From an optimization exercise on the open Yosys and OpenROAD flow, aimed at small area, a short achievable clock period and few clock cycles per item; shortcuts taken in it are not production practice.
Only simulation tests tie the RTL to the original design; equivalence was not proved.

<file path="run.sh">
#!/bin/bash
# synth_recipe.tcl (not shown) runs the flow's synth.tcl, then flattens the netlist and writes it again
# the make line also repeats each setting of config.mk as NAME=value (left out here)
make -C /OpenROAD-flow-scripts/flow DESIGN_CONFIG=/design/flow/config.mk WORK_HOME=/design/flow/orfs CLKGATE_MAP_FILE= SYNTH_SCRIPT=/design/flow/synth_recipe.tcl finish
</file>
<file path="config.mk">
export PLATFORM = sky130hd
export DESIGN_NAME = mdx_sample_alu
export DESIGN_NICKNAME = mdx_sample_alu
export VERILOG_FILES = /design/flow/design.v
export SDC_FILE = /design/flow/constraint.sdc
export NUM_CORES = 4
export LEC_CHECK = 0
export ABC_AREA = 1
export CAP_MARGIN = 20
export CORE_MARGIN = 2
export CORE_UTILIZATION = 55
export SETUP_SLACK_MARGIN = 5
export SLEW_MARGIN = 20
</file>
<file path="constraint.sdc">
create_clock -name core_clock -period 19.0 [get_ports {clk}]
set_input_delay 3.8000 -clock core_clock [delete_from_list [all_inputs] [get_ports {clk}]]
set_output_delay 3.8000 -clock core_clock [all_outputs]
set_load 0.01 [all_outputs]
</file>
<file path="design.v">
module mdx_sample_alu (
    input  wire        clk,
    input  wire        rst_n,       
    input  wire        in_valid,
    output wire        in_ready,
    input  wire [1:0]  in_op,
    input  wire [31:0] in_a,
    input  wire [31:0] in_b,
    input  wire [31:0] in_c,
    output wire        out_valid,
    input  wire        out_ready,
    output wire [31:0] out_data
);
    localparam [31:0] QNAN = 32'h7FC00000;
    localparam [1:0] OP_WIN  = 2'd0;
    localparam [1:0] OP_IFR  = 2'd1;
    localparam [1:0] OP_NORM = 2'd2;
    localparam [1:0] OP_ADD  = 2'd3;
    localparam integer DK = 5;
    localparam integer DN = 5;
    localparam integer DI = DK * DN;
    function [31:0] rnd_pack;
        input        s;
        input [9:0]  e;
        input [26:0] m;
        input        st;
        reg          inc;
        reg   [30:0] pk;
        begin
            inc = m[2] & (m[1] | m[0] | st | m[3]);
            pk  = {(m[26] ? e[7:0] : 8'd0), m[25:3]} + {30'd0, inc};
            if (!e[9] && (e[8] || e[7:0] == 8'hFF))
                rnd_pack = {s, 8'hFF, 23'd0};
            else
                rnd_pack = {s, pk};
        end
    endfunction
    reg         s0_v;
    reg  [1:0]  op;
    reg  [31:0] ra, rb, rc;
    reg         hida, hidb;        
    reg  [6:0]  k;                 
    reg         scaled;            
    reg         a_hq, b_hq, xc_q, settle;
    reg         sp;                
    reg  [4:0]  sh;                
    reg         dv_run;
    reg         dv_lt;             
    reg  [3:0]  dv_cnt;
    reg  [27:0] dv_ws, dv_wc;      
    reg  [DI-1:0] dv_qp, dv_qn;    
    reg         t_v;
    reg  [31:0] rt, rcc;
    reg         t_add;
    reg         t_ph;              
    localparam integer QB = 2;     
    localparam integer QN = 1 << QB;
    reg  [31:0] qm [0:QN-1];
    reg  [QN-1:0] qr;              
    reg  [QB-1:0] qh, qt;
    reg  [QB:0] qc;
    reg         dv_bg;             
    reg  [22:0] dv_d;              
    reg  [9:0]  dv_e;
    reg         dv_sg;
    reg         ph_alloc;          
    reg  [QB-1:0] dv_slot;
    assign out_valid = (qc != 0) & qr[qh];
    assign out_data  = qm[qh];
    wire [7:0]  a_ef = ra[30:23];
    wire [7:0]  b_ef = rb[30:23];
    wire        a_fz = (ra[22:0] == 23'd0);
    wire        b_fz = (rb[22:0] == 23'd0);
    wire        a_e0 = (a_ef == 8'd0) & ~hida;
    wire        b_e0 = (b_ef == 8'd0) & ~hidb;
    wire        a_sub  = a_e0 & ~a_fz;
    wire        b_sub  = b_e0 & ~b_fz;
    wire        a_zero = a_e0 & a_fz;
    wire        b_zero = b_e0 & b_fz;
    wire        a_emax = (a_ef == 8'hFF);
    wire        b_emax = (b_ef == 8'hFF);
    wire        a_inf  = a_emax & a_fz;
    wire        b_inf  = b_emax & b_fz;
    wire        a_nan  = a_emax & ~a_fz;
    wire        b_nan  = b_emax & ~b_fz;
    wire        is_div  = (op == OP_NORM);
    wire        is_ifr  = (op == OP_IFR);
    wire        b_small = (b_ef <= 8'd12) & ~b_zero;
    wire        scl_pass = is_ifr & ~scaled & b_small;
    wire        ifr_fast = is_ifr & ~scaled & ~b_small;
    wire        x_const = xc_q;    
    wire        a_used  = ~x_const;
    wire        norm_a = a_used & a_sub;
    wire        norm_b = ~norm_a & b_sub;
    wire        normalising = norm_a | norm_b;
    wire [9:0]  a_ee = {2'b00, a_ef} | {9'd0, (a_ef == 8'd0)};
    wire [9:0]  b_ee = {2'b00, b_ef} | {9'd0, (b_ef == 8'd0)};
    wire [9:0]  k_se = {{3{k[6]}}, k};
    wire        x_s  = x_const ? 1'b0 : ra[31];
    wire [23:0] x_m  = x_const ? 24'h800000 : {a_hq, ra[22:0]};
    wire [9:0]  x_e  = scl_pass ? 10'd115 : (op == OP_ADD) ? 10'd127 : a_ee;
    wire        x_zero = ~x_const & a_zero;
    wire        x_inf  = ~x_const & a_inf;
    wire        x_nan  = ~x_const & a_nan;
    wire [23:0] y_m  = {b_hq, rb[22:0]};
    wire [9:0]  y_e  = ifr_fast ? (b_ee - 10'd12) : b_ee;
    wire        m_s  = x_s ^ rb[31];
    wire [9:0]  m_e  = x_e + y_e - 10'd126 - k_se;
    wire        m_nan  = x_nan | b_nan | (x_inf & b_zero) | (x_zero & b_inf);
    wire        m_inf  = x_inf | b_inf;
    wire        m_zero = x_zero | b_zero;
    wire        m_spec = m_nan | m_inf | m_zero;
    wire [31:0] m_spv  = m_nan ? QNAN : m_inf ? {m_s, 8'hFF, 23'd0} : {m_s, 31'd0};
    wire [47:0] prod = bmul(x_m, y_m);
    wire [27:0] m_w  = {prod[47:21], prod[20] | (prod[19:0] != 20'd0)};
    wire [9:0]  d_e  = a_ee - b_ee + 10'd127 - k_se - {9'd0, dv_lt};
    wire        d_nan  = a_nan | b_nan | (a_inf & b_inf) | (a_zero & b_zero);
    wire        d_inf  = a_inf | b_zero;
    wire        d_zero = a_zero | b_inf;
    wire        d_spec = d_nan | d_inf | d_zero;
    wire        d_s    = ra[31] ^ rb[31];
    wire [31:0] d_spv  = d_nan ? QNAN : d_inf ? {d_s, 8'hFF, 23'd0} : {d_s, 31'd0};
    wire [27:0] dv_d2 = {3'b000, 1'b1, (dv_run ? dv_d : rb[22:0]), 1'b0};
    wire [27:0] dv_d2f = {3'b000, 1'b1, dv_d, 1'b0};
    reg  [27:0] dv_s, dv_c, dv_s2, dv_c2, dv_m;
    reg  [3:0]  dv_yp, dv_yg;
    reg         dv_y3;
    reg  [DK-1:0] dv_pb, dv_nb;
    integer j;
    always @* begin
        dv_s = dv_run ? dv_ws : dv_lt ? {3'b000, 1'b1, ra[22:0], 1'b0}
                                      : {4'b0000, 1'b1, ra[22:0]};
        dv_c = dv_run ? dv_wc : 28'd0;
        for (j = DK - 1; j >= 0; j = j - 1) begin
            dv_s2 = {dv_s[26:0], 1'b0};
            dv_c2 = {dv_c[26:0], 1'b0};
            dv_yp = dv_s2[27:24] ^ dv_c2[27:24];
            dv_yg = dv_s2[27:24] & dv_c2[27:24];
            dv_y3 = dv_yp[3] ^ (dv_yg[2] | (dv_yp[2] & dv_yg[1]) |
                                (dv_yp[2] & dv_yp[1] & dv_yg[0]));
            dv_pb[j] = ~dv_y3;
            dv_nb[j] = dv_y3 & ~(&dv_yp);
            dv_m  = ({28{dv_pb[j]}} & ~dv_d2) | ({28{dv_nb[j]}} & dv_d2);
            dv_s  = dv_s2 ^ dv_c2 ^ dv_m;
            dv_c  = {(dv_s2[26:0] & dv_c2[26:0]) | (dv_s2[26:0] & dv_m[26:0]) |
                     (dv_c2[26:0] & dv_m[26:0]), dv_pb[j]};
        end
    end
    wire        dv_last = dv_run & (dv_cnt == DN - 1);
    reg         dv_done;
    wire [27:0] dv_w   = dv_ws + dv_wc;
    wire        dv_neg = dv_w[27];
    wire [27:0] dv_wd  = dv_w + dv_d2f;
    wire        dv_nz  = dv_neg ? (dv_wd != 28'd0) : (dv_w != 28'd0);
    wire [DI-1:0] dv_q = dv_qp + ~dv_qn + {{(DI-1){1'b0}}, ~dv_neg};
    wire [DI+26:0] dv_qx = {dv_q, 27'd0};
    wire [27:0] d_w = {dv_qx[DI+26:DI], (dv_qx[DI-1:0] != 0) | dv_nz};
    wire        r_fromt = sp;
    wire        r_div   = is_div;
    wire [27:0] r_w  = r_fromt ? rt[27:0] : r_div ? d_w : m_w;
    wire [9:0]  r_e0 = r_div ? d_e : m_e;
    wire        r_s  = r_div ? d_s : m_s;
    wire        r_top = r_w[27];
    wire [26:0] r_m  = (r_fromt | r_top) ? r_w[27:1] : r_w[26:0];
    wire        r_st = (r_fromt | r_top) ? r_w[0] : 1'b0;
    wire [9:0]  r_e  = r_fromt ? 10'd1 : r_top ? r_e0 : (r_e0 - 10'd1);
    wire [31:0] r_val = rnd_pack(r_s, r_e, r_m, r_st);
    wire        r_low = r_e0[9] | (r_e0[8:1] == 8'd0);       
    wire [9:0]  r_shn = 10'd1 - r_e0;
    wire [4:0]  r_shc = (r_shn[9:5] != 5'd0) ? 5'd31 : r_shn[4:0];
    wire [31:0] bg_val = rnd_pack(dv_sg, dv_e, d_w[27:1], d_w[0]);
    wire        q_full = qc[QB];
    wire        div_wr = dv_bg & dv_done & ph_alloc;
    wire        t_push = t_v & ~q_full & ~div_wr;
    wire        t_free = ~t_v | t_push;
    wire        div_idle = ~dv_run & (~dv_done | div_wr);
    wire        dv_can = s0_v & is_div & ~sp & ~normalising & ~d_spec & div_idle;
    wire        d_norm = ~d_e[9] & (d_e != 10'd0);
    wire        bg_go  = dv_can & d_norm & t_free;
    wire        fg_go  = dv_can & ~d_norm;
    wire        dv_start = bg_go | fg_go;
    wire        fg_done = dv_done & ~dv_bg;
    wire        spec  = is_div ? d_spec : m_spec;
    wire        mul_ok = ~is_div & ~normalising & ~sp & ~settle & (m_spec | ~r_low);
    wire        div_ok = is_div & ~normalising & ~sp & (d_spec | (fg_done & ~r_low));
    wire        sp_ok  = sp & (sh == 5'd0);
    wire        res_ok = mul_ok | div_ok | sp_ok;
    wire [31:0] res_v  = (~sp & spec) ? (is_div ? d_spv : m_spv) : r_val;
    wire        to_rb  = scl_pass;
    wire        sp_go  = s0_v & ~sp & ~normalising & ~t_v & ~settle &
                         (is_div ? (~d_spec & fg_done & r_low) : (~m_spec & r_low));
    wire        s0_done = s0_v & res_ok & ~to_rb & t_free;
    wire        s0_free = s0_done | bg_go;
    wire        q_pop = out_valid & out_ready;
    wire [31:0] t_res = t_add ? fadd(rcc, rt) : rt;
    assign in_ready = ~s0_v | s0_free;
    always @(posedge clk) begin
        if (!rst_n) begin
            s0_v   <= 1'b0;
            t_v    <= 1'b0;
            sp     <= 1'b0;
            dv_run <= 1'b0;
            dv_done <= 1'b0;
            dv_bg  <= 1'b0;
            ph_alloc <= 1'b0;
            qh     <= 0;
            qt     <= 0;
            qc     <= 0;
        end else begin
            qc <= qc + t_push - q_pop;
            if (t_push)
                qt <= qt + 1'b1;
            if (q_pop)
                qh <= qh + 1'b1;
            if (t_push & t_ph)
                ph_alloc <= 1'b1;
            if (s0_free) begin
                t_v <= 1'b1;
            end else if (t_push) begin
                t_v <= 1'b0;
            end
            if (in_valid & in_ready) begin
                s0_v   <= 1'b1;
            end else if (s0_free) begin
                s0_v   <= 1'b0;
            end
            if ((fg_done & s0_done) | div_wr) begin
                dv_done  <= 1'b0;
                dv_bg    <= 1'b0;
                ph_alloc <= 1'b0;
            end
            if (dv_start) begin
                dv_bg  <= bg_go;
                dv_run <= (DN > 1);
                dv_cnt <= 4'd1;
                if (DN == 1)
                    dv_done <= 1'b1;
            end else if (dv_run) begin
                dv_cnt <= dv_cnt + 4'd1;
                if (dv_last) begin
                    dv_run  <= 1'b0;
                    dv_done <= 1'b1;
                end
            end
            if (sp_go) begin
                sp <= 1'b1;
            end else if (sp_ok & (to_rb | t_free)) begin
                sp <= 1'b0;
            end
        end
        if (div_wr) begin
            qm[dv_slot] <= bg_val;
            qr[dv_slot] <= 1'b1;
        end else if (t_push) begin
            qm[qt] <= t_res;
            qr[qt] <= ~t_ph;
        end
        if (t_push & t_ph)
            dv_slot <= qt;
        if (dv_start) begin
            dv_d <= rb[22:0];
            dv_e <= d_e;
            dv_sg <= d_s;
        end
        if (s0_done) begin
            rt    <= res_v;
            rcc   <= rc;
            t_add <= (op == OP_IFR) | (op == OP_ADD);
            t_ph  <= 1'b0;
        end else if (bg_go) begin
            t_add <= 1'b0;
            t_ph  <= 1'b1;
        end else if (sp_go) begin
            rt    <= {4'd0, r_w};
            sh    <= r_shc;
        end else if (sp & ~sp_ok) begin
            rt[27:0] <= {1'b0, rt[27:2], rt[1] | rt[0]};
            sh       <= sh - 5'd1;
        end
        if (in_valid & in_ready)
            dv_lt <= (in_a[22:0] < in_b[22:0]);
        else if (s0_v & ~sp & norm_a)
            dv_lt <= ({ra[21:0], 1'b0} < rb[22:0]);
        else if (s0_v & ~sp & norm_b)
            dv_lt <= (ra[22:0] < {rb[21:0], 1'b0});
        if (in_valid & in_ready) begin
            op     <= in_op;
            ra     <= in_a;
            rb     <= in_b;
            rc     <= (in_op == OP_ADD) ? in_a : in_c;
            hida   <= 1'b0;
            hidb   <= 1'b0;
            k      <= 7'd0;
            scaled <= 1'b0;
            a_hq   <= (in_a[30:23] != 8'd0);
            b_hq   <= (in_b[30:23] != 8'd0);
            xc_q   <= (in_op == OP_ADD) |
                      ((in_op == OP_IFR) & (in_b[30:23] <= 8'd12) & (in_b[30:0] != 31'd0));
            settle <= 1'b0;
        end else if (s0_v & ~sp & norm_a) begin
            ra[22:0] <= {ra[21:0], 1'b0};
            hida     <= ra[22];
            a_hq     <= ra[22];
            k        <= k + 7'd1;
            settle   <= 1'b0;
        end else if (s0_v & ~sp & norm_b) begin
            rb[22:0] <= {rb[21:0], 1'b0};
            hidb     <= rb[22];
            b_hq     <= rb[22];
            k        <= is_div ? k - 7'd1 : k + 7'd1;
            settle   <= 1'b0;
        end else if (s0_v & to_rb & ((~sp & mul_ok) | sp_ok)) begin
            rb     <= res_v;
            hidb   <= 1'b0;
            k      <= 7'd0;
            scaled <= 1'b1;
            xc_q   <= 1'b0;
            settle <= 1'b1;
        end else if (settle) begin
            b_hq   <= (rb[30:23] != 8'd0);
            settle <= 1'b0;
        end
        if (dv_start | dv_run) begin
            dv_ws <= dv_s;
            dv_wc <= dv_c;
            dv_qp <= dv_run ? {dv_qp[DI-DK-1:0], dv_pb} : {{(DI-DK){1'b0}}, dv_pb};
            dv_qn <= dv_run ? {dv_qn[DI-DK-1:0], dv_nb} : {{(DI-DK){1'b0}}, dv_nb};
        end
    end
    function [47:0] bmul;
        input [23:0] a;
        input [23:0] b;
        reg   [26:0] bb;
        reg   [47:0] acc, ngv, kk;
        reg   [24:0] sel;
        reg          neg, one, two;
        integer i;
        begin
            bb  = {2'b00, b, 1'b0};
            acc = 48'd0;
            ngv = 48'd0;
            kk  = 48'd0;
            for (i = 0; i < 13; i = i + 1) begin
                neg = bb[2*i+2] & ~(bb[2*i+1] & bb[2*i]);
                one = bb[2*i+1] ^ bb[2*i];
                two = (bb[2*i+2] & ~bb[2*i+1] & ~bb[2*i]) |
                      (~bb[2*i+2] & bb[2*i+1] & bb[2*i]);
                sel = ({25{one}} & {1'b0, a}) | ({25{two}} & {a, 1'b0});
                acc = acc + ({22'd0, ~neg, sel ^ {25{neg}}} << (2*i));
                ngv[2*i] = neg;
                kk  = kk - (48'd1 << (25 + 2*i));
            end
            bmul = acc + ngv + kk;
        end
    endfunction
    function [4:0] tzc24;
        input [23:0] v;
        integer i;
        begin
            tzc24 = 5'd24;
            for (i = 23; i >= 0; i = i - 1)
                if (v[i]) tzc24 = i;
        end
    endfunction
    function [4:0] lzc32;
        input [31:0] v;
        reg [15:0] z1; reg [15:0] c1;
        reg [7:0]  z2; reg [15:0] c2;
        reg [3:0]  z3; reg [11:0] c3;
        reg [1:0]  z4; reg [7:0]  c4;
        integer i;
        begin
            for (i = 0; i < 16; i = i + 1) begin
                z1[i] = ~v[2*i+1] & ~v[2*i];
                c1[i] = ~v[2*i+1];
            end
            for (i = 0; i < 8; i = i + 1) begin
                z2[i] = z1[2*i+1] & z1[2*i];
                c2[2*i+1 -: 2] = z1[2*i+1] ? {1'b1, c1[2*i]} : {1'b0, c1[2*i+1]};
            end
            for (i = 0; i < 4; i = i + 1) begin
                z3[i] = z2[2*i+1] & z2[2*i];
                c3[3*i+2 -: 3] = z2[2*i+1] ? {1'b1, c2[4*i+1 -: 2]} : {1'b0, c2[4*i+3 -: 2]};
            end
            for (i = 0; i < 2; i = i + 1) begin
                z4[i] = z3[2*i+1] & z3[2*i];
                c4[4*i+3 -: 4] = z3[2*i+1] ? {1'b1, c3[6*i+2 -: 3]} : {1'b0, c3[6*i+5 -: 3]};
            end
            lzc32 = z4[1] ? {1'b1, c4[3:0]} : {1'b0, c4[7:4]};
        end
    endfunction
    function [31:0] fadd;
        input [31:0] x;
        input [31:0] y;
        reg          hx, hy, xz, yz, xn, yn, xi, yi, swp, sub, stk, sb;
        reg   [7:0]  exe, eye, eb, d;
        reg   [8:0]  dxy, dyx;
        reg   [23:0] mx, my, mb, ms;
        reg   [4:0]  tzx, tzy, tzs, nsh;
        reg   [26:0] xs;
        reg   [27:0] sum, mn;
        reg   [31:0] lzv, msk;
        reg   [9:0]  e;
        begin
            hx  = (x[30:23] != 8'd0);
            hy  = (y[30:23] != 8'd0);
            xz  = ~hx & (x[22:0] == 23'd0);
            yz  = ~hy & (y[22:0] == 23'd0);
            xi  = (x[30:23] == 8'hFF) & (x[22:0] == 23'd0);
            yi  = (y[30:23] == 8'hFF) & (y[22:0] == 23'd0);
            xn  = (x[30:23] == 8'hFF) & (x[22:0] != 23'd0);
            yn  = (y[30:23] == 8'hFF) & (y[22:0] != 23'd0);
            exe = {x[30:24], x[23] | ~hx};
            eye = {y[30:24], y[23] | ~hy};
            mx  = {hx, x[22:0]};
            my  = {hy, y[22:0]};
            swp = (y[30:0] > x[30:0]);
            dxy = {1'b0, exe} - {1'b0, eye};
            dyx = {1'b0, eye} - {1'b0, exe};
            d   = swp ? dyx[7:0] : dxy[7:0];
            eb  = swp ? eye : exe;
            mb  = swp ? my : mx;
            ms  = swp ? mx : my;
            sb  = swp ? y[31] : x[31];
            sub = x[31] ^ y[31];
            tzx = tzc24(mx);
            tzy = tzc24(my);
            tzs = swp ? tzx : tzy;
            stk = ({3'd0, tzs} + 8'd3 < d);
            xs  = (d > 8'd26) ? 27'd0 : ({ms, 3'b000} >> d[4:0]);
            xs[0] = xs[0] | stk;
            if (sub)
                sum = {1'b0, mb, 3'b000} - {1'b0, xs};
            else
                sum = {1'b0, mb, 3'b000} + {1'b0, xs};
            msk = (eb > 8'd27) ? 32'd0 : (32'h80000000 >> eb[4:0]);
            lzv = {sum, 4'd0} | msk | 32'd1;
            nsh = lzc32(lzv);
            mn  = sum << nsh;
            e   = {2'b00, eb} + 10'd1 - {5'd0, nsh};
            if (xn | yn | (xi & yi & sub))
                fadd = QNAN;
            else if (xi)
                fadd = x;
            else if (yi)
                fadd = y;
            else if (xz & yz)
                fadd = {x[31] & y[31], 31'd0};
            else if (xz)
                fadd = y;
            else if (yz)
                fadd = x;
            else if (sum == 28'd0)
                fadd = 32'h00000000;
            else
                fadd = rnd_pack(sb, e, mn[27:1], mn[0]);
        end
    endfunction
endmodule
</file>
==> results of run 1 <==
## cell type report
cell class,instances,share of cell area
timing repair inverter,5,0.000423
sequential,474,0.214
inverter,1233,0.0716
clock buffer,63,0.0213
tap,1414,0.0272
antenna,5,0.000192
clock inverter,38,0.00634
multi-input combinational,5949,0.626
timing repair buffer,230,0.0328
## final timing paths
kind                            startpoint      end  cells past startpoint
worst min-delay path                rc[14]  rcc[14]                      0
worst max-delay path                rb[14]    rb[2]                     52
worst max register to register      rb[14]    rb[2]                     52
worst min register to register      rc[14]  rcc[14]                      0
## cell usage after synthesis, types with 21 or more instances
cell,number
a21oi_1,416
a31oi_1,27
buf_1,54
buf_2,28
clkbuf_1,246
dfxtp_1,28
edfxtp_1,446
fa_1,381
ha_1,528
inv_1,1170
inv_2,43
nand2_1,1500
nand2_2,22
nand3_1,429
nand4_1,99
nor2_1,573
nor3_1,75
nor4_1,58
o211ai_1,55
o21ai_0,587
o21ai_1,80
o21bai_1,21
o221ai_1,55
o22ai_1,315
or2_2,25
xnor2_1,53
xor2_1,424
## cells by family after synthesis
group / Yosys count
and+or+nand+nor: 2858
AOI/OAI and AO/OA: 1691
muxes: 6
other: 1
DFF: 474
xor gates and xnor gates: 480
buffers and inverters: 1582
adders and majority gates: 909
## registers in the layout (all words and copies together), names as in the netlist, 23 cells and up, named ones only
signal / flops
ra: 32
dv_wc: 26
rb: 32
dv_d: 23
rcc: 32
rc: 32
rt: 32
dv_qp: 24
dv_qn: 25
qm: 128
dv_ws: 27
## timing repair
action                                 4_1_cts  5_1_grt
pin swaps                                    0        5
gates resized for setup                      2       28
endpoints found under the hold margin        0        0
buffers inserted                             0        8
cloned                                       0        9
setup endpoints to repair                   46      182
## worst register-to-register path: cells and delay by family, from the launching register on
| kind | cells | cell delay, ps |
|---|---|---|
| AND/OR/NAND/NOR | 20 | 3510 |
| adder cells (fa/ha/maj) | 7 | 3030 |
| AO/OA/AOI/OAI | 12 | 2930 |
| buffers and inverters | 10 | 2690 |
| XOR/XNOR | 3 | 530 |
| flip-flops | 1 | 470 |
## metrics by stage
stage | utilization | cell area, um^2
after global placement | 0.578 | 63000
after CTS | 0.594 | 64800
after detailed placement | 0.578 | 63000
after global routing | 0.597 | 65100
after floorplan | - | 60600
final | 0.597 | 65100
## per-layer routing
metal / vias to the layer above / share of wire / global-route usage
met5: - / 0.00023 / 0
met2: 3094 / 0.46 / 0.626
met3: 675 / 0.10 / 0.0873
li1: 26704 / - / -
met4: 8 / 0.052 / 0.167
met1: 27722 / 0.39 / 0.487
==> flow_summary.json, run 1 <==
{
  "synthTopCellsByArea": "edfxtp_1, fa_1, ha_1, nand2_1, inv_1",
  "r2r_slack_ps": 5650,
  "final_nets": 8958,
  "rsz0062_at_grt": "false",
  "status": "complete, no violations",
  "cp_max_fo": 17,
  "gp_congestion": 1.03,
  "worstMarginPinSlew_ps": 1160,
  "pre_cts_ws_ps": 4400,
  "multi_input_area_um2": 40700,
  "area_growth_syn_to_layout_pct": 7.50,
  "grt_max_degree": 92,
  "synth_top_family_by_area": "adder cells",
  "detail_route.wl_per_cell_um": 23.6,
  "crit_arrival_ps": 13850,
  "final_cells": 9411,
  "synth-simple-area-share": 0.202,
  "fin_worst_skew_ps": 63.9,
  "cp_top_family": "simple AND/OR/NAND/NOR gates",
  "detail_route.first_pass.iterations": 8,
  "synth_cells": 8001,
  "antenna_found_initial": 10,
  "place_hpwl_mm": 174,
  "drt-initial-drc-count": 6402,
  "grt_pass1_wl_mm": 329,
  "dp_cells": 9285,
  "synth_xor_area_frac": 0.0698,
  "ant_nets": 0,
  "core_area_um2": 109000,
  "ys_seq_area_frac": 0.230,
  "row_count": 121,
  "cts_made_buffers": 54,
  "ff_latch_area_um2": 14000,
  "vias": 58203,
  "syn-num-nets": 9012,
  "cts_tree": "yes",
  "overflow": 0,
  "floorplan.die.height_um": 336,
  "clk_latency_ps": 700,
  "synth_fa_ha_area_frac": 0.235,
  "synth_top_area_frac": 0.221,
  "syn_area_um2": 60600,
  "grt_pass1_vias": 54951,
  "crit_path_top_delay_cell": "clkinv_1",
  "path_buf_inv": 10,
  "timing.final.ws_setup_ps": 5650,
  "async_flop_share": 0,
  "via_per_inst": 6.18,
  "criticalPathCategory": "reg2reg",
  "finalMaxSlewViolations": 0,
  "clock-sinks": 474,
  "muxShareOfSynthArea": 0.00101,
  "nFillCells": 10232,
  "drive_above_1_share": 0.0487,
  "tns_ps": 0,
  "post-route-period-util": 0.702,
  "critPathRequiredTime_ps": 19510,
  "startpoint_type": "register",
  "hold_violations": 0,
  "most-common-layout-cells": "nand2_1, inv_1, o21ai_0, nor2_1, ha_1",
  "portBuffers": 135,
  "final_common_cell": "nand2_1",
  "period_needed_ps": 13350,
  "htreeDepth": 2,
  "ys.flop_type": "edfxtp_1",
  "crit_path_end_kind": "register",
  "clock.fmax_mhz": 74.9,
  "setup_viol": 0,
  "slew_headroom": 0.228,
  "holdWs_ps": 415,
  "crit_path_frequent_cell": "nand2_1",
  "synth_warnings": 1,
  "cts_buffer_depth": 3,
  "hold_buffers": 0,
  "initial_core_util": 0.556,
  "ys_seq_elements": 474,
  "syn_area_per_cell_um2": 7.57,
  "dieArea_um2": 113000,
  "synth_cell_types": 79,
  "yosys.area.top_type": "edfxtp_1",
  "synth_compound_area_frac": 0.161,
  "slowest_delay_ps": 840,
  "maxCapViolations": 0,
  "die_w_um": 336,
  "routed_wl_mm": 222,
  "pin_count": 136,
  "post-route-drc-count": 0,
  "grt_use_total": 0.383,
  "synth_edf_count": 446,
  "clock-root-buffer": "clkbuf_16",
  "path_clk_slew_ps": 60,
  "worstHoldPathType": "reg2reg"
}
Testbench counts, summed over its fixed seeds: cycles 30,069, items 24,000.
==> inputs of run 2 (changes only) <==
--- a/design.v
+++ b/design.v
@@ -65,8 +65,6 @@
     reg         dv_sg;
     reg         ph_alloc;          
     reg  [QB-1:0] dv_slot;
-    assign out_valid = (qc != 0) & qr[qh];
-    assign out_data  = qm[qh];
     wire [7:0]  a_ef = ra[30:23];
     wire [7:0]  b_ef = rb[30:23];
     wire        a_fz = (ra[22:0] == 23'd0);
@@ -169,9 +167,14 @@
     wire [9:0]  r_shn = 10'd1 - r_e0;
     wire [4:0]  r_shc = (r_shn[9:5] != 5'd0) ? 5'd31 : r_shn[4:0];
     wire [31:0] bg_val = rnd_pack(dv_sg, dv_e, d_w[27:1], d_w[0]);
-    wire        q_full = qc[QB];
     wire        div_wr = dv_bg & dv_done & ph_alloc;
-    wire        t_push = t_v & ~q_full & ~div_wr;
+    wire        q_hdiv = div_wr & (dv_slot == qh);
+    assign out_valid = (qc != 0) & (qr[qh] | q_hdiv);
+    assign out_data  = q_hdiv ? bg_val : qm[qh];
+    wire        q_pop  = out_valid & out_ready;
+    integer     qi;
+    wire        q_full = qc[QB] & ~q_pop;
+    wire        t_push = t_v & ~q_full;
     wire        t_free = ~t_v | t_push;
     wire        div_idle = ~dv_run & (~dv_done | div_wr);
     wire        dv_can = s0_v & is_div & ~sp & ~normalising & ~d_spec & div_idle;
@@ -191,7 +194,6 @@
                          (is_div ? (~d_spec & fg_done & r_low) : (~m_spec & r_low));
     wire        s0_done = s0_v & res_ok & ~to_rb & t_free;
     wire        s0_free = s0_done | bg_go;
-    wire        q_pop = out_valid & out_ready;
     wire [31:0] t_res = t_add ? fadd(rcc, rt) : rt;
     assign in_ready = ~s0_v | s0_free;
     always @(posedge clk) begin
@@ -248,12 +250,14 @@
                 sp <= 1'b0;
             end
         end
-        if (div_wr) begin
-            qm[dv_slot] <= bg_val;
-            qr[dv_slot] <= 1'b1;
-        end else if (t_push) begin
-            qm[qt] <= t_res;
-            qr[qt] <= ~t_ph;
+        for (qi = 0; qi < QN; qi = qi + 1) begin
+            if (t_push && qt == qi) begin
+                qm[qi] <= t_res;
+                qr[qi] <= ~t_ph;
+            end else if (div_wr && dv_slot == qi) begin
+                qm[qi] <= bg_val;
+                qr[qi] <= 1'b1;
+            end
         end
         if (t_push & t_ph)
             dv_slot <= qt;
==> run 2 against run 1 <==
  * Still clean on timing, DRC and antenna
  * Worst setup slack worse by 49 ps
  * Sequential share of layout area fell by 0.64 points
  * Area after synthesis increased by 1.8%
  * Flip-flop and latch count down 2
  * Die area up 1.8%
  * Synthesized cell count is 2.9% higher
  * Critical endpoint is now out_data[22]
==> flow_summary.json, run 2 <==
{
  "status": "complete, no violations",
  "worstHoldPathType": "reg2reg",
  "initial_core_util": 0.555,
  "synth.most_common_cell": "nand2_1",
  "place_hpwl_mm": 184,
  "synth_xor_area_frac": 0.0688,
  "largest_reg_flops": 128,
  "min-delay-start": "rc[20]",
  "cts_tree": "yes",
  "overflow": 0,
  "critPathRequiredTime_ps": 15200,
  "die_w_um": 339,
  "grt_pass1_vias": 57081,
  "synth_top_family_by_area": "adder cells",
  "tns_ps": 0,
  "synth_edf_count": 446,
  "rsz0062_at_grt": "true",
  "clock-root-buffer": "clkbuf_16",
  "muxShareOfSynthArea": 0.00132,
  "grt_max_degree": 96,
  "syn_area_per_cell_um2": 7.48,
  "cp_max_fo": 5,
  "row_count": 122,
  "syn-num-nets": 9249,
  "maxCapViolations": 0,
  "htreeDepth": 2,
  "async_flop_share": 0,
  "clk_latency_ps": 700,
  "holdWs_ps": 414,
  "period_needed_ps": 13390,
  "worstMarginPinSlew_ps": 1230,
  "vias": 60686,
  "final_cells": 9737,
  "routed_wl_mm": 240,
  "startpoint_type": "register",
  "r2r_slack_ps": 5820,
  "endpoint": "out_data[22]",
  "synth_top_area_frac": 0.217,
  "synth_compound_area_frac": 0.159,
  "cp_top_family": "simple AND/OR/NAND/NOR gates",
  "crit_path_frequent_cell": "nand2_1",
  "ys_seq_elements": 472,
  "portBuffers": 135,
  "crit_arrival_ps": 9590,
  "detail_route.wl_per_cell_um": 24.6,
  "cts_buffer_depth": 3,
  "critPathLaunch": "dv_qp[1]",
  "r2r_cells": 56,
  "cp.depth": 61,
  "antenna_found_initial": 15,
  "most-common-layout-cells": "nand2_1, inv_1, nor2_1, ha_1, o21ai_0",
  "r2r_end": "rt[28]",
  "final_nets": 9205,
  "r2r-start": "xc_q",
  "yosys.area.top_type": "edfxtp_1",
  "clock.fmax_mhz": 74.7,
  "synth_cells": 8235,
  "grt_use_total": 0.404,
  "largest_register": "qm",
  "synth_warnings": 2,
  "detail_route.first_pass.iterations": 6,
  "final_common_cell": "nand2_1",
  "core_area_um2": 111000,
  "via_per_inst": 6.23,
  "cts_made_buffers": 58,
  "path_buf_inv": 7,
  "synth-simple-area-share": 0.216,
  "syn_area_um2": 61600,
  "ys.flop_type": "edfxtp_1",
  "clock-sinks": 472,
  "crit_path_end_kind": "output port",
  "criticalPathCategory": "reg2out",
  "drt-initial-drc-count": 7658,
  "hold_violations": 0,
  "dieArea_um2": 115000,
  "pin_count": 136,
  "finalMaxSlewViolations": 0,
  "path_clk_slew_ps": 60,
  "gp_congestion": 1.03,
  "area_growth_syn_to_layout_pct": 8.55,
  "ys_seq_area_frac": 0.226,
  "post-route-period-util": 0.705,
  "drive_above_1_share": 0.0558,
  "synth_fa_ha_area_frac": 0.231,
  "synthTopCellsByArea": "edfxtp_1, fa_1, ha_1, nand2_1, inv_1",
  "floorplan.die.height_um": 339,
  "post-route-drc-count": 0,
  "hold_buffers": 0,
  "slowest_delay_ps": 660,
  "slew_headroom": 0.168,
  "fin_worst_skew_ps": 44.2,
  "dp_cells": 9596,
  "synth_cell_types": 79,
  "setup_viol": 0,
  "grt_pass1_wl_mm": 355,
  "synth_common_cells": "nand2_1, inv_1, nor2_1, ha_1, o21ai_0",
  "crit_path_top_delay_cell": "clkdlybuf4s50_1",
  "ant_nets": 0
}
run 2: cell count changes in the layout (fill, tap and decap cells not counted), moves of 20 or more:
| cell | delta |
|---|---|
| o21ai_0 | -86 |
| nand4_1 | +55 |
| buf_4 | +22 |
| nor2_1 | -30 |
| o21ai_1 | +20 |
| o22ai_1 | -28 |
| a21oi_1 | +40 |
| o211ai_1 | +22 |
| inv_1 | -28 |
| nand3_1 | +57 |
| nand2_1 | +161 |
run 2: cell families after synthesis:
kind of cell    after synthesis
flops                       472
mux                           8
xor+xnor                    482
compound gates             1685
other cells                   1
buf+inv                    1583
simple gates               3092
fa+ha+maj                   912
run 2: final cells by class:
type | count | area (um^2)
Inverter | 1217 | 4630
Multi-Input combinational cell | 6180 | 42100
Tap cell | 1488 | 1860
Clock inverter | 34 | 422
Fill cell | 10445 | 44100
Timing Repair inverter | 10 | 57.6
Sequential cell | 472 | 13900
Timing Repair Buffer | 252 | 2290
Clock buffer | 76 | 1600
Antenna cell | 8 | 20.0
run 2: layer usage:
layer | vias up | wire length (um) | track usage
met5 | - | 80 | 0
met4 | 12 | 14600 | 0.208
met3 | 743 | 27800 | 0.0911
met2 | 3693 | 104000 | 0.624
met1 | 28657 | 93300 | 0.532
li1 | 27581 | - | -
run 2: through the flow:
stage,util,setup WS (ps),area (um^2)
2_1_floorplan,-,7740,61600
3_3_place_gp,0.579,4570,64300
3_5_place_dp,0.579,4300,64300
4_1_cts,0.598,5010,66400
5_1_grt,0.603,4830,66900
6_report,0.603,5610,66900
run 2: how the worst min path moves through the flow:
stage,endpoint,slack [ps],depth (start not counted)
CTS,rcc[20],410,0
detailed placement,rcc[20],410,0
finish,rcc[20],410,0
global placement,rcc[18],400,0
floorplan,rcc[0],400,0
global route,rcc[20],420,0
run 2: timing repair:
| item | CTS | global route |
|---|---|---|
| setup endpoints to repair | 55 | 208 |
| setup buffers | 2 | 11 |
| gates resized for setup | 8 | 86 |
| pin swaps | 0 | 6 |
| gates cloned | 0 | 10 |
Testbench counts of run 2, summed over its fixed seeds: cycles 26,696, items 24,000.
==> inputs of run 3 (changes only) <==
--- a/design.v
+++ b/design.v
@@ -19,20 +19,55 @@
     localparam integer DK = 5;
     localparam integer DN = 5;
     localparam integer DI = DK * DN;
+    function [32:0] bka32;
+        input [31:0] a;
+        input [31:0] b;
+        input        cin;
+        reg   [31:0] p, g, pp;
+        integer i, l;
+        begin
+            p  = a ^ b;
+            g  = a & b;
+            g[0] = g[0] | (p[0] & cin);
+            pp = p;
+            for (l = 0; l < 5; l = l + 1)
+                for (i = 0; i < 32; i = i + 1)
+                    if ((i % (2 << l)) == (2 << l) - 1) begin
+                        g[i]  = g[i] | (pp[i] & g[i - (1 << l)]);
+                        pp[i] = pp[i] & pp[i - (1 << l)];
+                    end
+            for (l = 3; l >= 0; l = l - 1)
+                for (i = 0; i < 32; i = i + 1)
+                    if (i >= (3 << l) - 1 && (i % (2 << l)) == (1 << l) - 1) begin
+                        g[i]  = g[i] | (pp[i] & g[i - (1 << l)]);
+                        pp[i] = pp[i] & pp[i - (1 << l)];
+                    end
+            bka32 = {g[31], p ^ {g[30:0], cin}};
+        end
+    endfunction
+    function lt23;
+        input [22:0] a;
+        input [22:0] b;
+        reg   [32:0] t;
+        begin
+            t    = bka32({9'd0, b}, {9'd0, ~a}, 1'b0);
+            lt23 = t[23];
+        end
+    endfunction
     function [31:0] rnd_pack;
         input        s;
         input [9:0]  e;
         input [26:0] m;
         input        st;
         reg          inc;
-        reg   [30:0] pk;
+        reg   [32:0] pk;
         begin
             inc = m[2] & (m[1] | m[0] | st | m[3]);
-            pk  = {(m[26] ? e[7:0] : 8'd0), m[25:3]} + {30'd0, inc};
+            pk  = bka32({1'b0, (m[26] ? e[7:0] : 8'd0), m[25:3]}, 32'd0, inc);
             if (!e[9] && (e[8] || e[7:0] == 8'hFF))
                 rnd_pack = {s, 8'hFF, 23'd0};
             else
-                rnd_pack = {s, pk};
+                rnd_pack = {s, pk[30:0]};
         end
     endfunction
     reg         s0_v;
@@ -146,11 +181,14 @@
     end
     wire        dv_last = dv_run & (dv_cnt == DN - 1);
     reg         dv_done;
-    wire [27:0] dv_w   = dv_ws + dv_wc;
+    wire [32:0] dv_wx  = bka32({4'd0, dv_ws}, {4'd0, dv_wc}, 1'b0);
+    wire [27:0] dv_w   = dv_wx[27:0];
     wire        dv_neg = dv_w[27];
-    wire [27:0] dv_wd  = dv_w + dv_d2f;
+    wire [32:0] dv_wdx = bka32({4'd0, dv_w}, {4'd0, dv_d2f}, 1'b0);
+    wire [27:0] dv_wd  = dv_wdx[27:0];
     wire        dv_nz  = dv_neg ? (dv_wd != 28'd0) : (dv_w != 28'd0);
-    wire [DI-1:0] dv_q = dv_qp + ~dv_qn + {{(DI-1){1'b0}}, ~dv_neg};
+    wire [32:0] dv_qx33 = bka32({{(32-DI){1'b0}}, dv_qp}, {{(32-DI){1'b0}}, ~dv_qn}, ~dv_neg);
+    wire [DI-1:0] dv_q = dv_qx33[DI-1:0];
     wire [DI+26:0] dv_qx = {dv_q, 27'd0};
     wire [27:0] d_w = {dv_qx[DI+26:DI], (dv_qx[DI-1:0] != 0) | dv_nz};
     wire        r_fromt = sp;
@@ -282,11 +320,11 @@
             sh       <= sh - 5'd1;
         end
         if (in_valid & in_ready)
-            dv_lt <= (in_a[22:0] < in_b[22:0]);
+            dv_lt <= lt23(in_a[22:0], in_b[22:0]);
         else if (s0_v & ~sp & norm_a)
-            dv_lt <= ({ra[21:0], 1'b0} < rb[22:0]);
+            dv_lt <= lt23({ra[21:0], 1'b0}, rb[22:0]);
         else if (s0_v & ~sp & norm_b)
-            dv_lt <= (ra[22:0] < {rb[21:0], 1'b0});
+            dv_lt <= lt23(ra[22:0], {rb[21:0], 1'b0});
         if (in_valid & in_ready) begin
             op     <= in_op;
             ra     <= in_a;
@@ -403,6 +441,7 @@
         reg   [4:0]  tzx, tzy, tzs, nsh;
         reg   [26:0] xs;
         reg   [27:0] sum, mn;
+        reg   [32:0] cmp, sm;
         reg   [31:0] lzv, msk;
         reg   [9:0]  e;
         begin
@@ -418,7 +457,8 @@
             eye = {y[30:24], y[23] | ~hy};
             mx  = {hx, x[22:0]};
             my  = {hy, y[22:0]};
-            swp = (y[30:0] > x[30:0]);
+            cmp = bka32({1'b0, y[30:0]}, {1'b0, ~x[30:0]}, 1'b0);
+            swp = cmp[31];
             dxy = {1'b0, exe} - {1'b0, eye};
             dyx = {1'b0, eye} - {1'b0, exe};
             d   = swp ? dyx[7:0] : dxy[7:0];
@@ -433,10 +473,8 @@
             stk = ({3'd0, tzs} + 8'd3 < d);
             xs  = (d > 8'd26) ? 27'd0 : ({ms, 3'b000} >> d[4:0]);
             xs[0] = xs[0] | stk;
-            if (sub)
-                sum = {1'b0, mb, 3'b000} - {1'b0, xs};
-            else
-                sum = {1'b0, mb, 3'b000} + {1'b0, xs};
+            sm  = bka32({5'd0, mb, 3'b000}, {5'd0, xs} ^ {32{sub}}, sub);
+            sum = sm[27:0];
             msk = (eb > 8'd27) ? 32'd0 : (32'h80000000 >> eb[4:0]);
             lzv = {sum, 4'd0} | msk | 32'd1;
             nsh = lzc32(lzv);
==> run 3 against run 2 <==
  * Count of clock-buffer cells in the layout is 8 lower
  * Fmax fell by 0.65%
  * Critical endpoint is now out_data[26]
  * Core utilization shrank 0.45 points
  * Highest routed layer unchanged
  * Die area down 3.9%
  * Worst setup slack worse by 88 ps
  * Area after synthesis is 4.0% lower
  * Clock skew rose by 29 ps
==> flow_summary.json, run 3 <==
{
  "r2r_slack_ps": 5940,
  "maxCapViolations": 0,
  "dieArea_um2": 110000,
  "synth_common_cells": "nand2_1, inv_1, o21ai_0, ha_1, nor2_1",
  "grt_pass1_wl_mm": 328,
  "detail_route.wl_per_cell_um": 24.6,
  "gp_congestion": 1.04,
  "period_needed_ps": 13480,
  "final_nets": 8539,
  "min_to": "rcc[31]",
  "pre_cts_ws_ps": 4560,
  "timing.final.ws_setup_ps": 5520,
  "core_area_um2": 107000,
  "fin_worst_skew_ps": 73.7,
  "grt_util_met3": 0.0680,
  "critPathRequiredTime_ps": 15200,
  "hold_depth": 0,
  "yosys.area.top_type": "edfxtp_1",
  "most-common-layout-cells": "nand2_1, inv_1, o21ai_0, ha_1, edfxtp_1",
  "detail_route.first_pass.iterations": 8,
  "path_clk_slew_ps": 60,
  "ys_seq_elements": 472,
  "placed_cell_area_um2": 61700,
  "clock-root-buffer": "clkbuf_16",
  "ant_nets": 0,
  "synth.most_common_cell": "nand2_1",
  "crit_path_end_kind": "output port",
  "drt-initial-drc-count": 6508,
  "synthTopCellsByArea": "edfxtp_1, fa_1, ha_1, nand2_1, inv_1",
  "synth_cells": 7500,
  "routed_wl_mm": 220,
  "hold_buffers": 0,
  "final_common_cell": "nand2_1",
  "ys.flop_type": "edfxtp_1",
  "syn_area_um2": 59200,
  "synth_edf_count": 446,
  "grt_use_total": 0.390,
  "use_met1": 0.512,
  "cp_max_fo": 8,
  "floorplan.die.height_um": 332,
  "min-delay-start": "rc[31]",
  "critPathLaunch": "dv_ws[3]",
  "status": "complete, no violations",
  "startpoint_type": "register",
  "r2r-start": "dv_run",
  "grt_pass1_vias": 51939,
  "post-route-drc-count": 0,
  "pin_count": 136,
  "synth_cell_types": 79,
  "r2r_cells": 53,
  "place_hpwl_mm": 169,
  "cts_made_buffers": 54,
  "hold_violations": 0,
  "worstHoldPathType": "reg2reg",
  "cts_tree": "yes",
  "stdcell_area_um2": 64000,
  "top_usage_layer": "met2",
  "synth_warnings": 2,
  "cts_buffer_depth": 3,
  "crit_arrival_ps": 9680,
  "finalMaxSlewViolations": 0,
  "syn-num-nets": 8577,
  "crit_path_top_delay_cell": "clkdlybuf4s50_1",
  "clock-sinks": 472,
  "met2_usage": 0.621,
  "slew_headroom": 0.198,
  "ys_seq_area_frac": 0.235,
  "vias": 54349,
  "area_growth_syn_to_layout_pct": 8.10,
  "criticalPathCategory": "reg2out",
  "nFillCells": 9927,
  "htreeDepth": 2,
  "initial_core_util": 0.554,
  "rsz0062_at_grt": "false",
  "overflow": 0,
  "synth_top_area_frac": 0.226,
  "r2r_end": "dv_ws[3]",
  "post-route-period-util": 0.710,
  "async_flop_share": 0,
  "drive_above_1_share": 0.0576,
  "largest_register": "qm",
  "clock.fmax_mhz": 74.2,
  "tns_ps": 0,
  "largest_reg_flops": 128,
  "antenna_found_initial": 3,
  "crit_path_frequent_cell": "nand3_1",
  "clk_latency_ps": 690,
  "via_per_inst": 6.10,
  "worstMarginPinSlew_ps": 1190,
  "portBuffers": 135,
  "setup_viol": 0,
  "syn_area_per_cell_um2": 7.89,
  "row_count": 120,
  "grt_max_degree": 87,
  "die_w_um": 332,
  "slowest_delay_ps": 510
}
## run 3: cell types whose count changed in the layout (fill, tap and decap cells not counted), moves of 25 or more
cell	previous run	this run
nor2_1	534	439
fa_1	380	423
a21oi_1	452	375
nand4_1	154	78
nand2_1	1653	1371
o21ai_1	102	55
xnor2_1	45	70
xor2_1	424	398
o221ai_1	70	30
o21ai_0	499	574
inv_1	1133	1070
nand3_1	486	346
## run 3: layout make-up
class                      count  area (um^2)  area share
antenna                        1         2.50   0.0000391
sequential                   472        13900       0.218
timing repair inverter         4         22.5    0.000352
clock inverter                31          343     0.00536
tap                         1403         1760      0.0274
clock buffer                  68         1440      0.0226
multi-input combinational   5548        40000       0.625
timing repair buffer         251         2230      0.0349
inverter                    1131         4260      0.0666
## run 3: cells by family after synthesis
kind of cell	count (synthesis)	share of synthesized area
mux	6	0.00101
buf+inv	1482	0.0965
simple gates	2459	0.177
compound gates	1632	0.160
xor+xnor	473	0.0700
fa+ha+maj	975	0.260
flops	472	0.235
other cells	1	0.0000634
## run 3: critical path: cells and delay by family, from the launching register on
kind	cells	cell delay (ps)
adder cells (fa/ha/maj)	5	1380
AO/OA/AOI/OAI	15	2480
flip-flops	1	440
XOR/XNOR	1	180
AND/OR/NAND/NOR	29	3320
buffers and inverters	8	1160
## run 3: worst max-delay path by stage
stage	endpoint	slack (ps)	cells after the start
after CTS	out_data[30]	4970	57
final	out_data[26]	5520	58
after detailed placement	out_data[30]	4560	57
after global placement	dv_ws[3]	4490	54
after floorplan	out_data[30]	7030	56
after global routing	out_data[30]	4880	61
## run 3: timing repair
action,CTS,global route
endpoints found under the setup margin,54,188
cloned,0,6
pin swaps,3,10
resized for setup,19,53
buffers inserted,2,19
## run 3: per-stage QoR
step | instances | hold slack (ps) | utilization
after floorplan | 7500 | 400 | -
after global placement | 8782 | 403 | 0.577
final | 8909 | 375 | 0.598
after detailed placement | 8782 | 405 | 0.577
after global routing | 8908 | 370 | 0.598
after CTS | 8883 | 358 | 0.595
## run 3: per-layer routing
layer | vias up | routed length, um
li1 | 25043 | -
met1 | 25719 | 85900
met2 | 2963 | 99200
met3 | 622 | 20400
met4 | 2 | 14000
met5 | - | 13
Testbench counts of run 3, summed over its fixed seeds: cycles 26,696, items 24,000.
==> inputs of run 4 (changes only) <==
--- a/config.mk
+++ b/config.mk
@@ -8,6 +8,6 @@
 export ABC_AREA = 1
 export CAP_MARGIN = 20
 export CORE_MARGIN = 2
-export CORE_UTILIZATION = 55
+export CORE_UTILIZATION = 75
 export SETUP_SLACK_MARGIN = 5
 export SLEW_MARGIN = 20
==> run 4 against run 3 <==
  * Non-clock buffer count is 13 lower
  * Final cell count is 4.0% lower
  * Sequential share of layout area is 0.17 points higher
  * Fmax is 3.1% lower
  * Register-to-register slack worse by 120 ps
  * Worst setup slack worse by 430 ps
  * Critical path depth is 6 lower
  * Core utilization is 21 points higher
  * Global-route usage is 14 points higher
  * Count of clock-buffer cells in the layout is 11 lower
  * Die area is 26% lower
  * Critical path type unchanged
==> flow_summary.json, run 4 <==
{
  "setup_viol": 0,
  "pre_cts_ws_ps": 4650,
  "ys_seq_elements": 472,
  "clock.fmax_mhz": 71.9,
  "die_w_um": 285,
  "fin_worst_skew_ps": 66.8,
  "maxCapViolations": 0,
  "synth_common_cells": "nand2_1, inv_1, o21ai_0, ha_1, nor2_1",
  "synth_warnings": 2,
  "pin_count": 136,
  "cp_top_family": "compound AO/OA/AOI/OAI gates",
  "r2r_end": "rb[29]",
  "nFillCells": 5030,
  "finalMaxSlewViolations": 0,
  "grt_max_degree": 105,
  "criticalPathCategory": "reg2out",
  "routed_wl_mm": 223,
  "ant_nets": 0,
  "r2r_cells": 49,
  "clock-root-buffer": "clkbuf_16",
  "syn_area_per_cell_um2": 7.89,
  "drive_above_1_share": 0.0570,
  "syn_area_um2": 59200,
  "hold_violations": 0,
  "grt_use_total": 0.535,
  "cts_tree": "yes",
  "slew_headroom": 0.125,
  "worstMarginPinSlew_ps": 1300,
  "synth_top_area_frac": 0.226,
  "via_per_inst": 6.94,
  "antenna_found_initial": 15,
  "status": "complete, no violations",
  "gp_congestion": 1.13,
  "final_nets": 8527,
  "async_flop_share": 0,
  "dieArea_um2": 81200,
  "rsz0062_at_grt": "true",
  "vias": 59360,
  "post-route-drc-count": 0,
  "most-common-layout-cells": "nand2_1, inv_1, o21ai_0, ha_1, edfxtp_1",
  "overflow": 0,
  "htreeDepth": 2,
  "synth.most_common_cell": "nand2_1",
  "holdWs_ps": 421,
  "cp_max_fo": 4,
  "r2r-start": "rb[5]",
  "crit_path_end_kind": "output port",
  "final_common_cell": "nand2_1",
  "synthTopCellsByArea": "edfxtp_1, fa_1, ha_1, nand2_1, inv_1",
  "worstHoldPathType": "reg2reg",
  "clock-sinks": 472,
  "synth_edf_count": 446,
  "detail_route.first_pass.iterations": 21,
  "yosys.area.top_type": "edfxtp_1",
  "detail_route.wl_per_cell_um": 26.1,
  "syn-num-nets": 8577,
  "crit_path_top_delay_cell": "fa_1",
  "largest_register": "qm",
  "crit_arrival_ps": 10110,
  "synth_cells": 7500,
  "grt_pass1_wl_mm": 333,
  "slowest_delay_ps": 680,
  "path_buf_inv": 9,
  "synth_cell_types": 79,
  "place_hpwl_mm": 161,
  "final_core_util": 0.809,
  "cts_made_buffers": 53,
  "path_clk_slew_ps": 60,
  "hold_buffers": 0,
  "post-route-period-util": 0.732,
  "grt_pass1_vias": 57865,
  "portBuffers": 135,
  "ys_seq_area_frac": 0.235,
  "floorplan.die.height_um": 285,
  "cts_buffer_depth": 3,
  "largest_reg_flops": 128,
  "ys.flop_type": "edfxtp_1",
  "min-delay-start": "rc[25]",
  "drt-initial-drc-count": 10107,
  "r2r_slack_ps": 5820,
  "row_count": 103,
  "core_area_um2": 78500,
  "period_needed_ps": 13910,
  "area_growth_syn_to_layout_pct": 7.28,
  "timing.final.ws_setup_ps": 5090,
  "tns_ps": 0,
  "min_to": "rcc[25]",
  "hold_depth": 0,
  "clk_latency_ps": 670,
  "initial_core_util": 0.754,
  "startpoint_type": "register",
  "critPathRequiredTime_ps": 15200
}
==> run 4: cell counts after synthesis <==
Identical to the previous run, type by type.
==> run 4: metrics by stage <==
stage	cells	instance area, um^2
floorplan	7500	59200
global placement	8420	61200
global route	8544	63500
detailed placement	8420	61200
finish	8551	63500
CTS	8523	63100
==> run 4: cell families after synthesis <==
kind of cell,Yosys count,share of synthesized area
DFF,472,0.235
AOI/OAI and AO/OA,1632,0.160
adders and majority gates,975,0.260
muxes,6,0.00101
buffers and inverters,1482,0.0965
xor gates and xnor gates,473,0.0700
other,1,0.0000634
and+or+nand+nor,2459,0.177
==> run 4: worst max path at each step <==
stage                   from      endpoint  cells after the start
floorplan           dv_ws[3]  out_data[30]                     56
global route        dv_ws[3]  out_data[24]                     58
finish              dv_ws[3]  out_data[24]                     52
CTS                 dv_ws[3]  out_data[28]                     55
global placement    dv_ws[3]  out_data[30]                     57
detailed placement  dv_ws[3]  out_data[30]                     57
==> run 4: repair_timing <==
item | CTS | global route
pin swaps | 4 | 14
resized for setup | 17 | 46
endpoints found under the hold margin | 0 | 0
buffers inserted | 4 | 11
endpoints found under the setup margin | 13 | 189
gates cloned | 0 | 8
==> run 4: cell type report <==
class                           count  area, um^2  area share
Timing Repair Buffer              238        2160      0.0340
Antenna cell                        7        17.5    0.000276
Multi-Input combinational cell   5548       39900       0.629
Clock buffer                       57        1340      0.0211
Inverter                         1131        4270      0.0672
Timing Repair inverter              6        32.5    0.000512
Tap cell                         1050        1310      0.0207
Sequential cell                   472       13900       0.219
Clock inverter                     42         519     0.00818
==> run 4: metal layers <==
| metal | routed length, um | GRT usage |
|---|---|---|
| met5 | 89 | 0 |
| met4 | 25900 | 0.450 |
| met3 | 33700 | 0.175 |
| met2 | 93600 | 0.802 |
| met1 | 69900 | 0.624 |
==> inputs of run 5 (changes only) <==
--- a/design.v
+++ b/design.v
@@ -184,11 +184,15 @@
     wire [32:0] dv_wx  = bka32({4'd0, dv_ws}, {4'd0, dv_wc}, 1'b0);
     wire [27:0] dv_w   = dv_wx[27:0];
     wire        dv_neg = dv_w[27];
-    wire [32:0] dv_wdx = bka32({4'd0, dv_w}, {4'd0, dv_d2f}, 1'b0);
+    wire [27:0] dv_cs  = dv_ws ^ dv_wc ^ dv_d2f;
+    wire [27:0] dv_cc  = {(dv_ws[26:0] & dv_wc[26:0]) | (dv_ws[26:0] & dv_d2f[26:0]) |
+                          (dv_wc[26:0] & dv_d2f[26:0]), 1'b0};
+    wire [32:0] dv_wdx = bka32({4'd0, dv_cs}, {4'd0, dv_cc}, 1'b0);
     wire [27:0] dv_wd  = dv_wdx[27:0];
     wire        dv_nz  = dv_neg ? (dv_wd != 28'd0) : (dv_w != 28'd0);
-    wire [32:0] dv_qx33 = bka32({{(32-DI){1'b0}}, dv_qp}, {{(32-DI){1'b0}}, ~dv_qn}, ~dv_neg);
-    wire [DI-1:0] dv_q = dv_qx33[DI-1:0];
+    wire [32:0] dv_q0  = bka32({{(32-DI){1'b0}}, dv_qp}, {{(32-DI){1'b0}}, ~dv_qn}, 1'b1);
+    wire [32:0] dv_q1  = bka32({{(32-DI){1'b0}}, dv_qp}, {{(32-DI){1'b0}}, ~dv_qn}, 1'b0);
+    wire [DI-1:0] dv_q = dv_neg ? dv_q1[DI-1:0] : dv_q0[DI-1:0];
     wire [DI+26:0] dv_qx = {dv_q, 27'd0};
     wire [27:0] d_w = {dv_qx[DI+26:DI], (dv_qx[DI-1:0] != 0) | dv_nz};
     wire        r_fromt = sp;
--- a/config.mk
+++ b/config.mk
@@ -8,6 +8,6 @@
 export ABC_AREA = 1
 export CAP_MARGIN = 20
 export CORE_MARGIN = 2
-export CORE_UTILIZATION = 75
+export CORE_UTILIZATION = 55
 export SETUP_SLACK_MARGIN = 5
 export SLEW_MARGIN = 20
==> run 5 against run 4 <==
  * Final area grew 2.1%
  * Global-route usage shrank 13 points
  * Final cell count grew 4.8%
  * Via count shrank 6.6%
  * Wire length grew 2.1%
  * Worst setup slack gained 410 ps
==> flow_summary.json, run 5 <==
{
  "synth_common_cells": "nand2_1, inv_1, o21ai_0, ha_1, fa_1",
  "grt_pass1_wl_mm": 339,
  "portBuffers": 135,
  "nFillCells": 10021,
  "startpoint_type": "register",
  "hold_violations": 0,
  "cts_buffer_depth": 3,
  "period_needed_ps": 13500,
  "syn_area_per_cell_um2": 7.96,
  "async_flop_share": 0,
  "die_w_um": 334,
  "gp_congestion": 1.07,
  "synthTopCellsByArea": "edfxtp_1, fa_1, ha_1, nand2_1, inv_1",
  "criticalPathCategory": "reg2out",
  "clock-sinks": 472,
  "tns_ps": 0,
  "post-route-period-util": 0.710,
  "overflow": 0,
  "ys_seq_elements": 472,
  "path_buf_inv": 9,
  "most-common-layout-cells": "nand2_1, inv_1, o21ai_0, ha_1, fa_1",
  "stdcell_area_um2": 64800,
  "r2r_slack_ps": 5920,
  "largest_register": "qm",
  "row_count": 121,
  "slowest_delay_ps": 660,
  "crit_path_end_kind": "output port",
  "cp_max_fo": 5,
  "grt_max_degree": 95,
  "vias": 55429,
  "worstHoldPathType": "reg2reg",
  "ys_seq_area_frac": 0.232,
  "detail_route.wl_per_cell_um": 25.4,
  "largest_reg_flops": 128,
  "multi_input_area_um2": 40700,
  "floorplan.die.height_um": 334,
  "placed_cell_area_um2": 62500,
  "area_growth_syn_to_layout_pct": 7.98,
  "yosys.area.top_type": "edfxtp_1",
  "htreeDepth": 2,
  "ff_latch_area_um2": 13900,
  "ys.flop_type": "edfxtp_1",
  "rsz0062_at_grt": "false",
  "synth_warnings": 2,
  "critPathLaunch": "dv_qp[1]",
  "final_common_cell": "nand2_1",
  "clk_latency_ps": 690,
  "synth_edf_count": 446,
  "initial_core_util": 0.553,
  "final_nets": 8604,
  "pin_count": 136,
  "dieArea_um2": 112000,
  "syn_area_um2": 60000,
  "place_hpwl_mm": 179,
  "detail_route.first_pass.iterations": 6,
  "drive_above_1_share": 0.0615,
  "synth_top_area_frac": 0.223,
  "path_clk_slew_ps": 70,
  "maxCapViolations": 0,
  "antenna_found_initial": 4,
  "finalMaxSlewViolations": 0,
  "fin_worst_skew_ps": 31.1,
  "critPathRequiredTime_ps": 15200,
  "slew_headroom": 0.226,
  "grt_pass1_vias": 53985,
  "crit_path_top_delay_cell": "clkdlybuf4s50_1",
  "syn-num-nets": 8644,
  "min-delay-start": "rc[28]",
  "ant_nets": 0,
  "via_per_inst": 6.18,
  "clock.fmax_mhz": 74.1,
  "post-route-drc-count": 0,
  "crit_arrival_ps": 9700,
  "cts_tree": "yes",
  "cts_made_buffers": 57,
  "synth_cells": 7539,
  "crit_path_frequent_cell": "nand2_1",
  "core_area_um2": 109000,
  "status": "complete, no violations",
  "setup_viol": 0,
  "r2r-start": "dv_run",
  "cp_top_family": "simple AND/OR/NAND/NOR gates",
  "synth_cell_types": 77,
  "drt-initial-drc-count": 6149,
  "grt_use_total": 0.402,
  "worstMarginPinSlew_ps": 1150,
  "clock-root-buffer": "clkbuf_16",
  "routed_wl_mm": 228,
  "synth.most_common_cell": "nand2_1"
}
-- run 5: cell types whose count changed after synthesis, sizes merged, moves of 8 or more --
cell | previous run | this run
nand4 | 80 | 92
xnor2 | 72 | 59
fa | 425 | 447
inv | 1112 | 1098
nor3 | 48 | 56
nand2 | 1410 | 1396
o211ai | 97 | 75
a31oi | 27 | 16
o221ai | 30 | 52
nor2 | 469 | 460
a21oi | 392 | 401
o21ai | 642 | 664
-- run 5: through the flow --
stage	hold slack [ps]	util	setup slack [ps]	cells
after global routing	426	0.597	4940	8962
after detailed placement	405	0.576	4450	8831
final	410	0.597	5500	8965
after floorplan	400	-	7790	7539
after CTS	412	0.594	5030	8944
after global placement	401	0.576	4570	8831
-- run 5: cell type report --
type / instances / share of cell area
tap: 1414 / 0.0273
multi-input combinational: 5601 / 0.628
antenna: 3 / 0.000116
clock buffer: 81 / 0.0251
inverter: 1114 / 0.0648
timing repair buffer: 252 / 0.0346
clock inverter: 27 / 0.00527
timing repair inverter: 1 / 0.0000772
sequential: 472 / 0.215
-- run 5: cells by family after synthesis --
| kind of cell | after synthesis | share of synthesized area |
|---|---|---|
| adder cells (fa/ha/maj) | 1003 | 0.265 |
| XOR/XNOR | 464 | 0.0679 |
| buffers and inverters | 1466 | 0.0951 |
| AND/OR/NAND/NOR | 2477 | 0.180 |
| flip-flops | 472 | 0.232 |
| other | 1 | 0.0000625 |
| AO/OA/AOI/OAI | 1649 | 0.159 |
| multiplexers | 7 | 0.00117 |
-- run 5: path summary, 6_finish.rpt --
path                        to  cells past startpoint
setup reg to reg     dv_ws[12]                     49
setup / recovery  out_data[19]                     45
hold reg to reg        rcc[28]                      0
hold / removal         rcc[28]                      0
-- run 5: metal layers --
metal	global-route usage	up-vias	part of all wire
met5	0	-	0.00011
met4	0.248	4	0.076
met3	0.0685	677	0.086
met2	0.663	2914	0.46
met1	0.490	26593	0.37
li1	-	25241	-
-- run 5: timing repair --
item | 4_1_cts | 5_1_grt
endpoints found under the setup margin | 11 | 154
buffers inserted | 5 | 17
pin swaps | 0 | 4
resized for setup | 8 | 27
hold buffers | 0 | 0
cloned | 0 | 1
Testbench counts of run 5, summed over its fixed seeds: cycles 26,696, items 24,000.

[port drivers added, routing unchanged]
How much do the figures lean on ideal ports? The routed layouts below were timed once more, with nothing changed but the port constraints. Step 1 assumes that a clkbuf_16 drives the clock port and a buf_2 every other input. Step 2 moves the port delays by t, midway between the first and last clock arrival at a register: inputs arrive t later, outputs are due t later. That takes back most of the time a late clock gives input paths. a / b / c = ideal ports / drivers / drivers and shift; a / b = the first two.
| run | shift t [ns] | setup WS [ns] | latest minus earliest clock arrival (ns) |
|---|---|---|---|
| run 1 | 0.742 | 5.654 / 5.654 / 5.654 | 0.065 / 0.065 |
| run 2 | 0.755 | 5.605 / 5.531 / 5.817 | 0.044 / 0.044 |
| run 3 | 0.728 | 5.517 / 5.439 / 5.943 | 0.074 / 0.073 |
| run 4 | 0.710 | 5.090 / 5.017 / 5.726 | 0.067 / 0.067 |
| run 5 | 0.752 | 5.505 / 5.426 / 5.918 | 0.031 / 0.031 |
After both steps setup and hold are still met in every run listed.
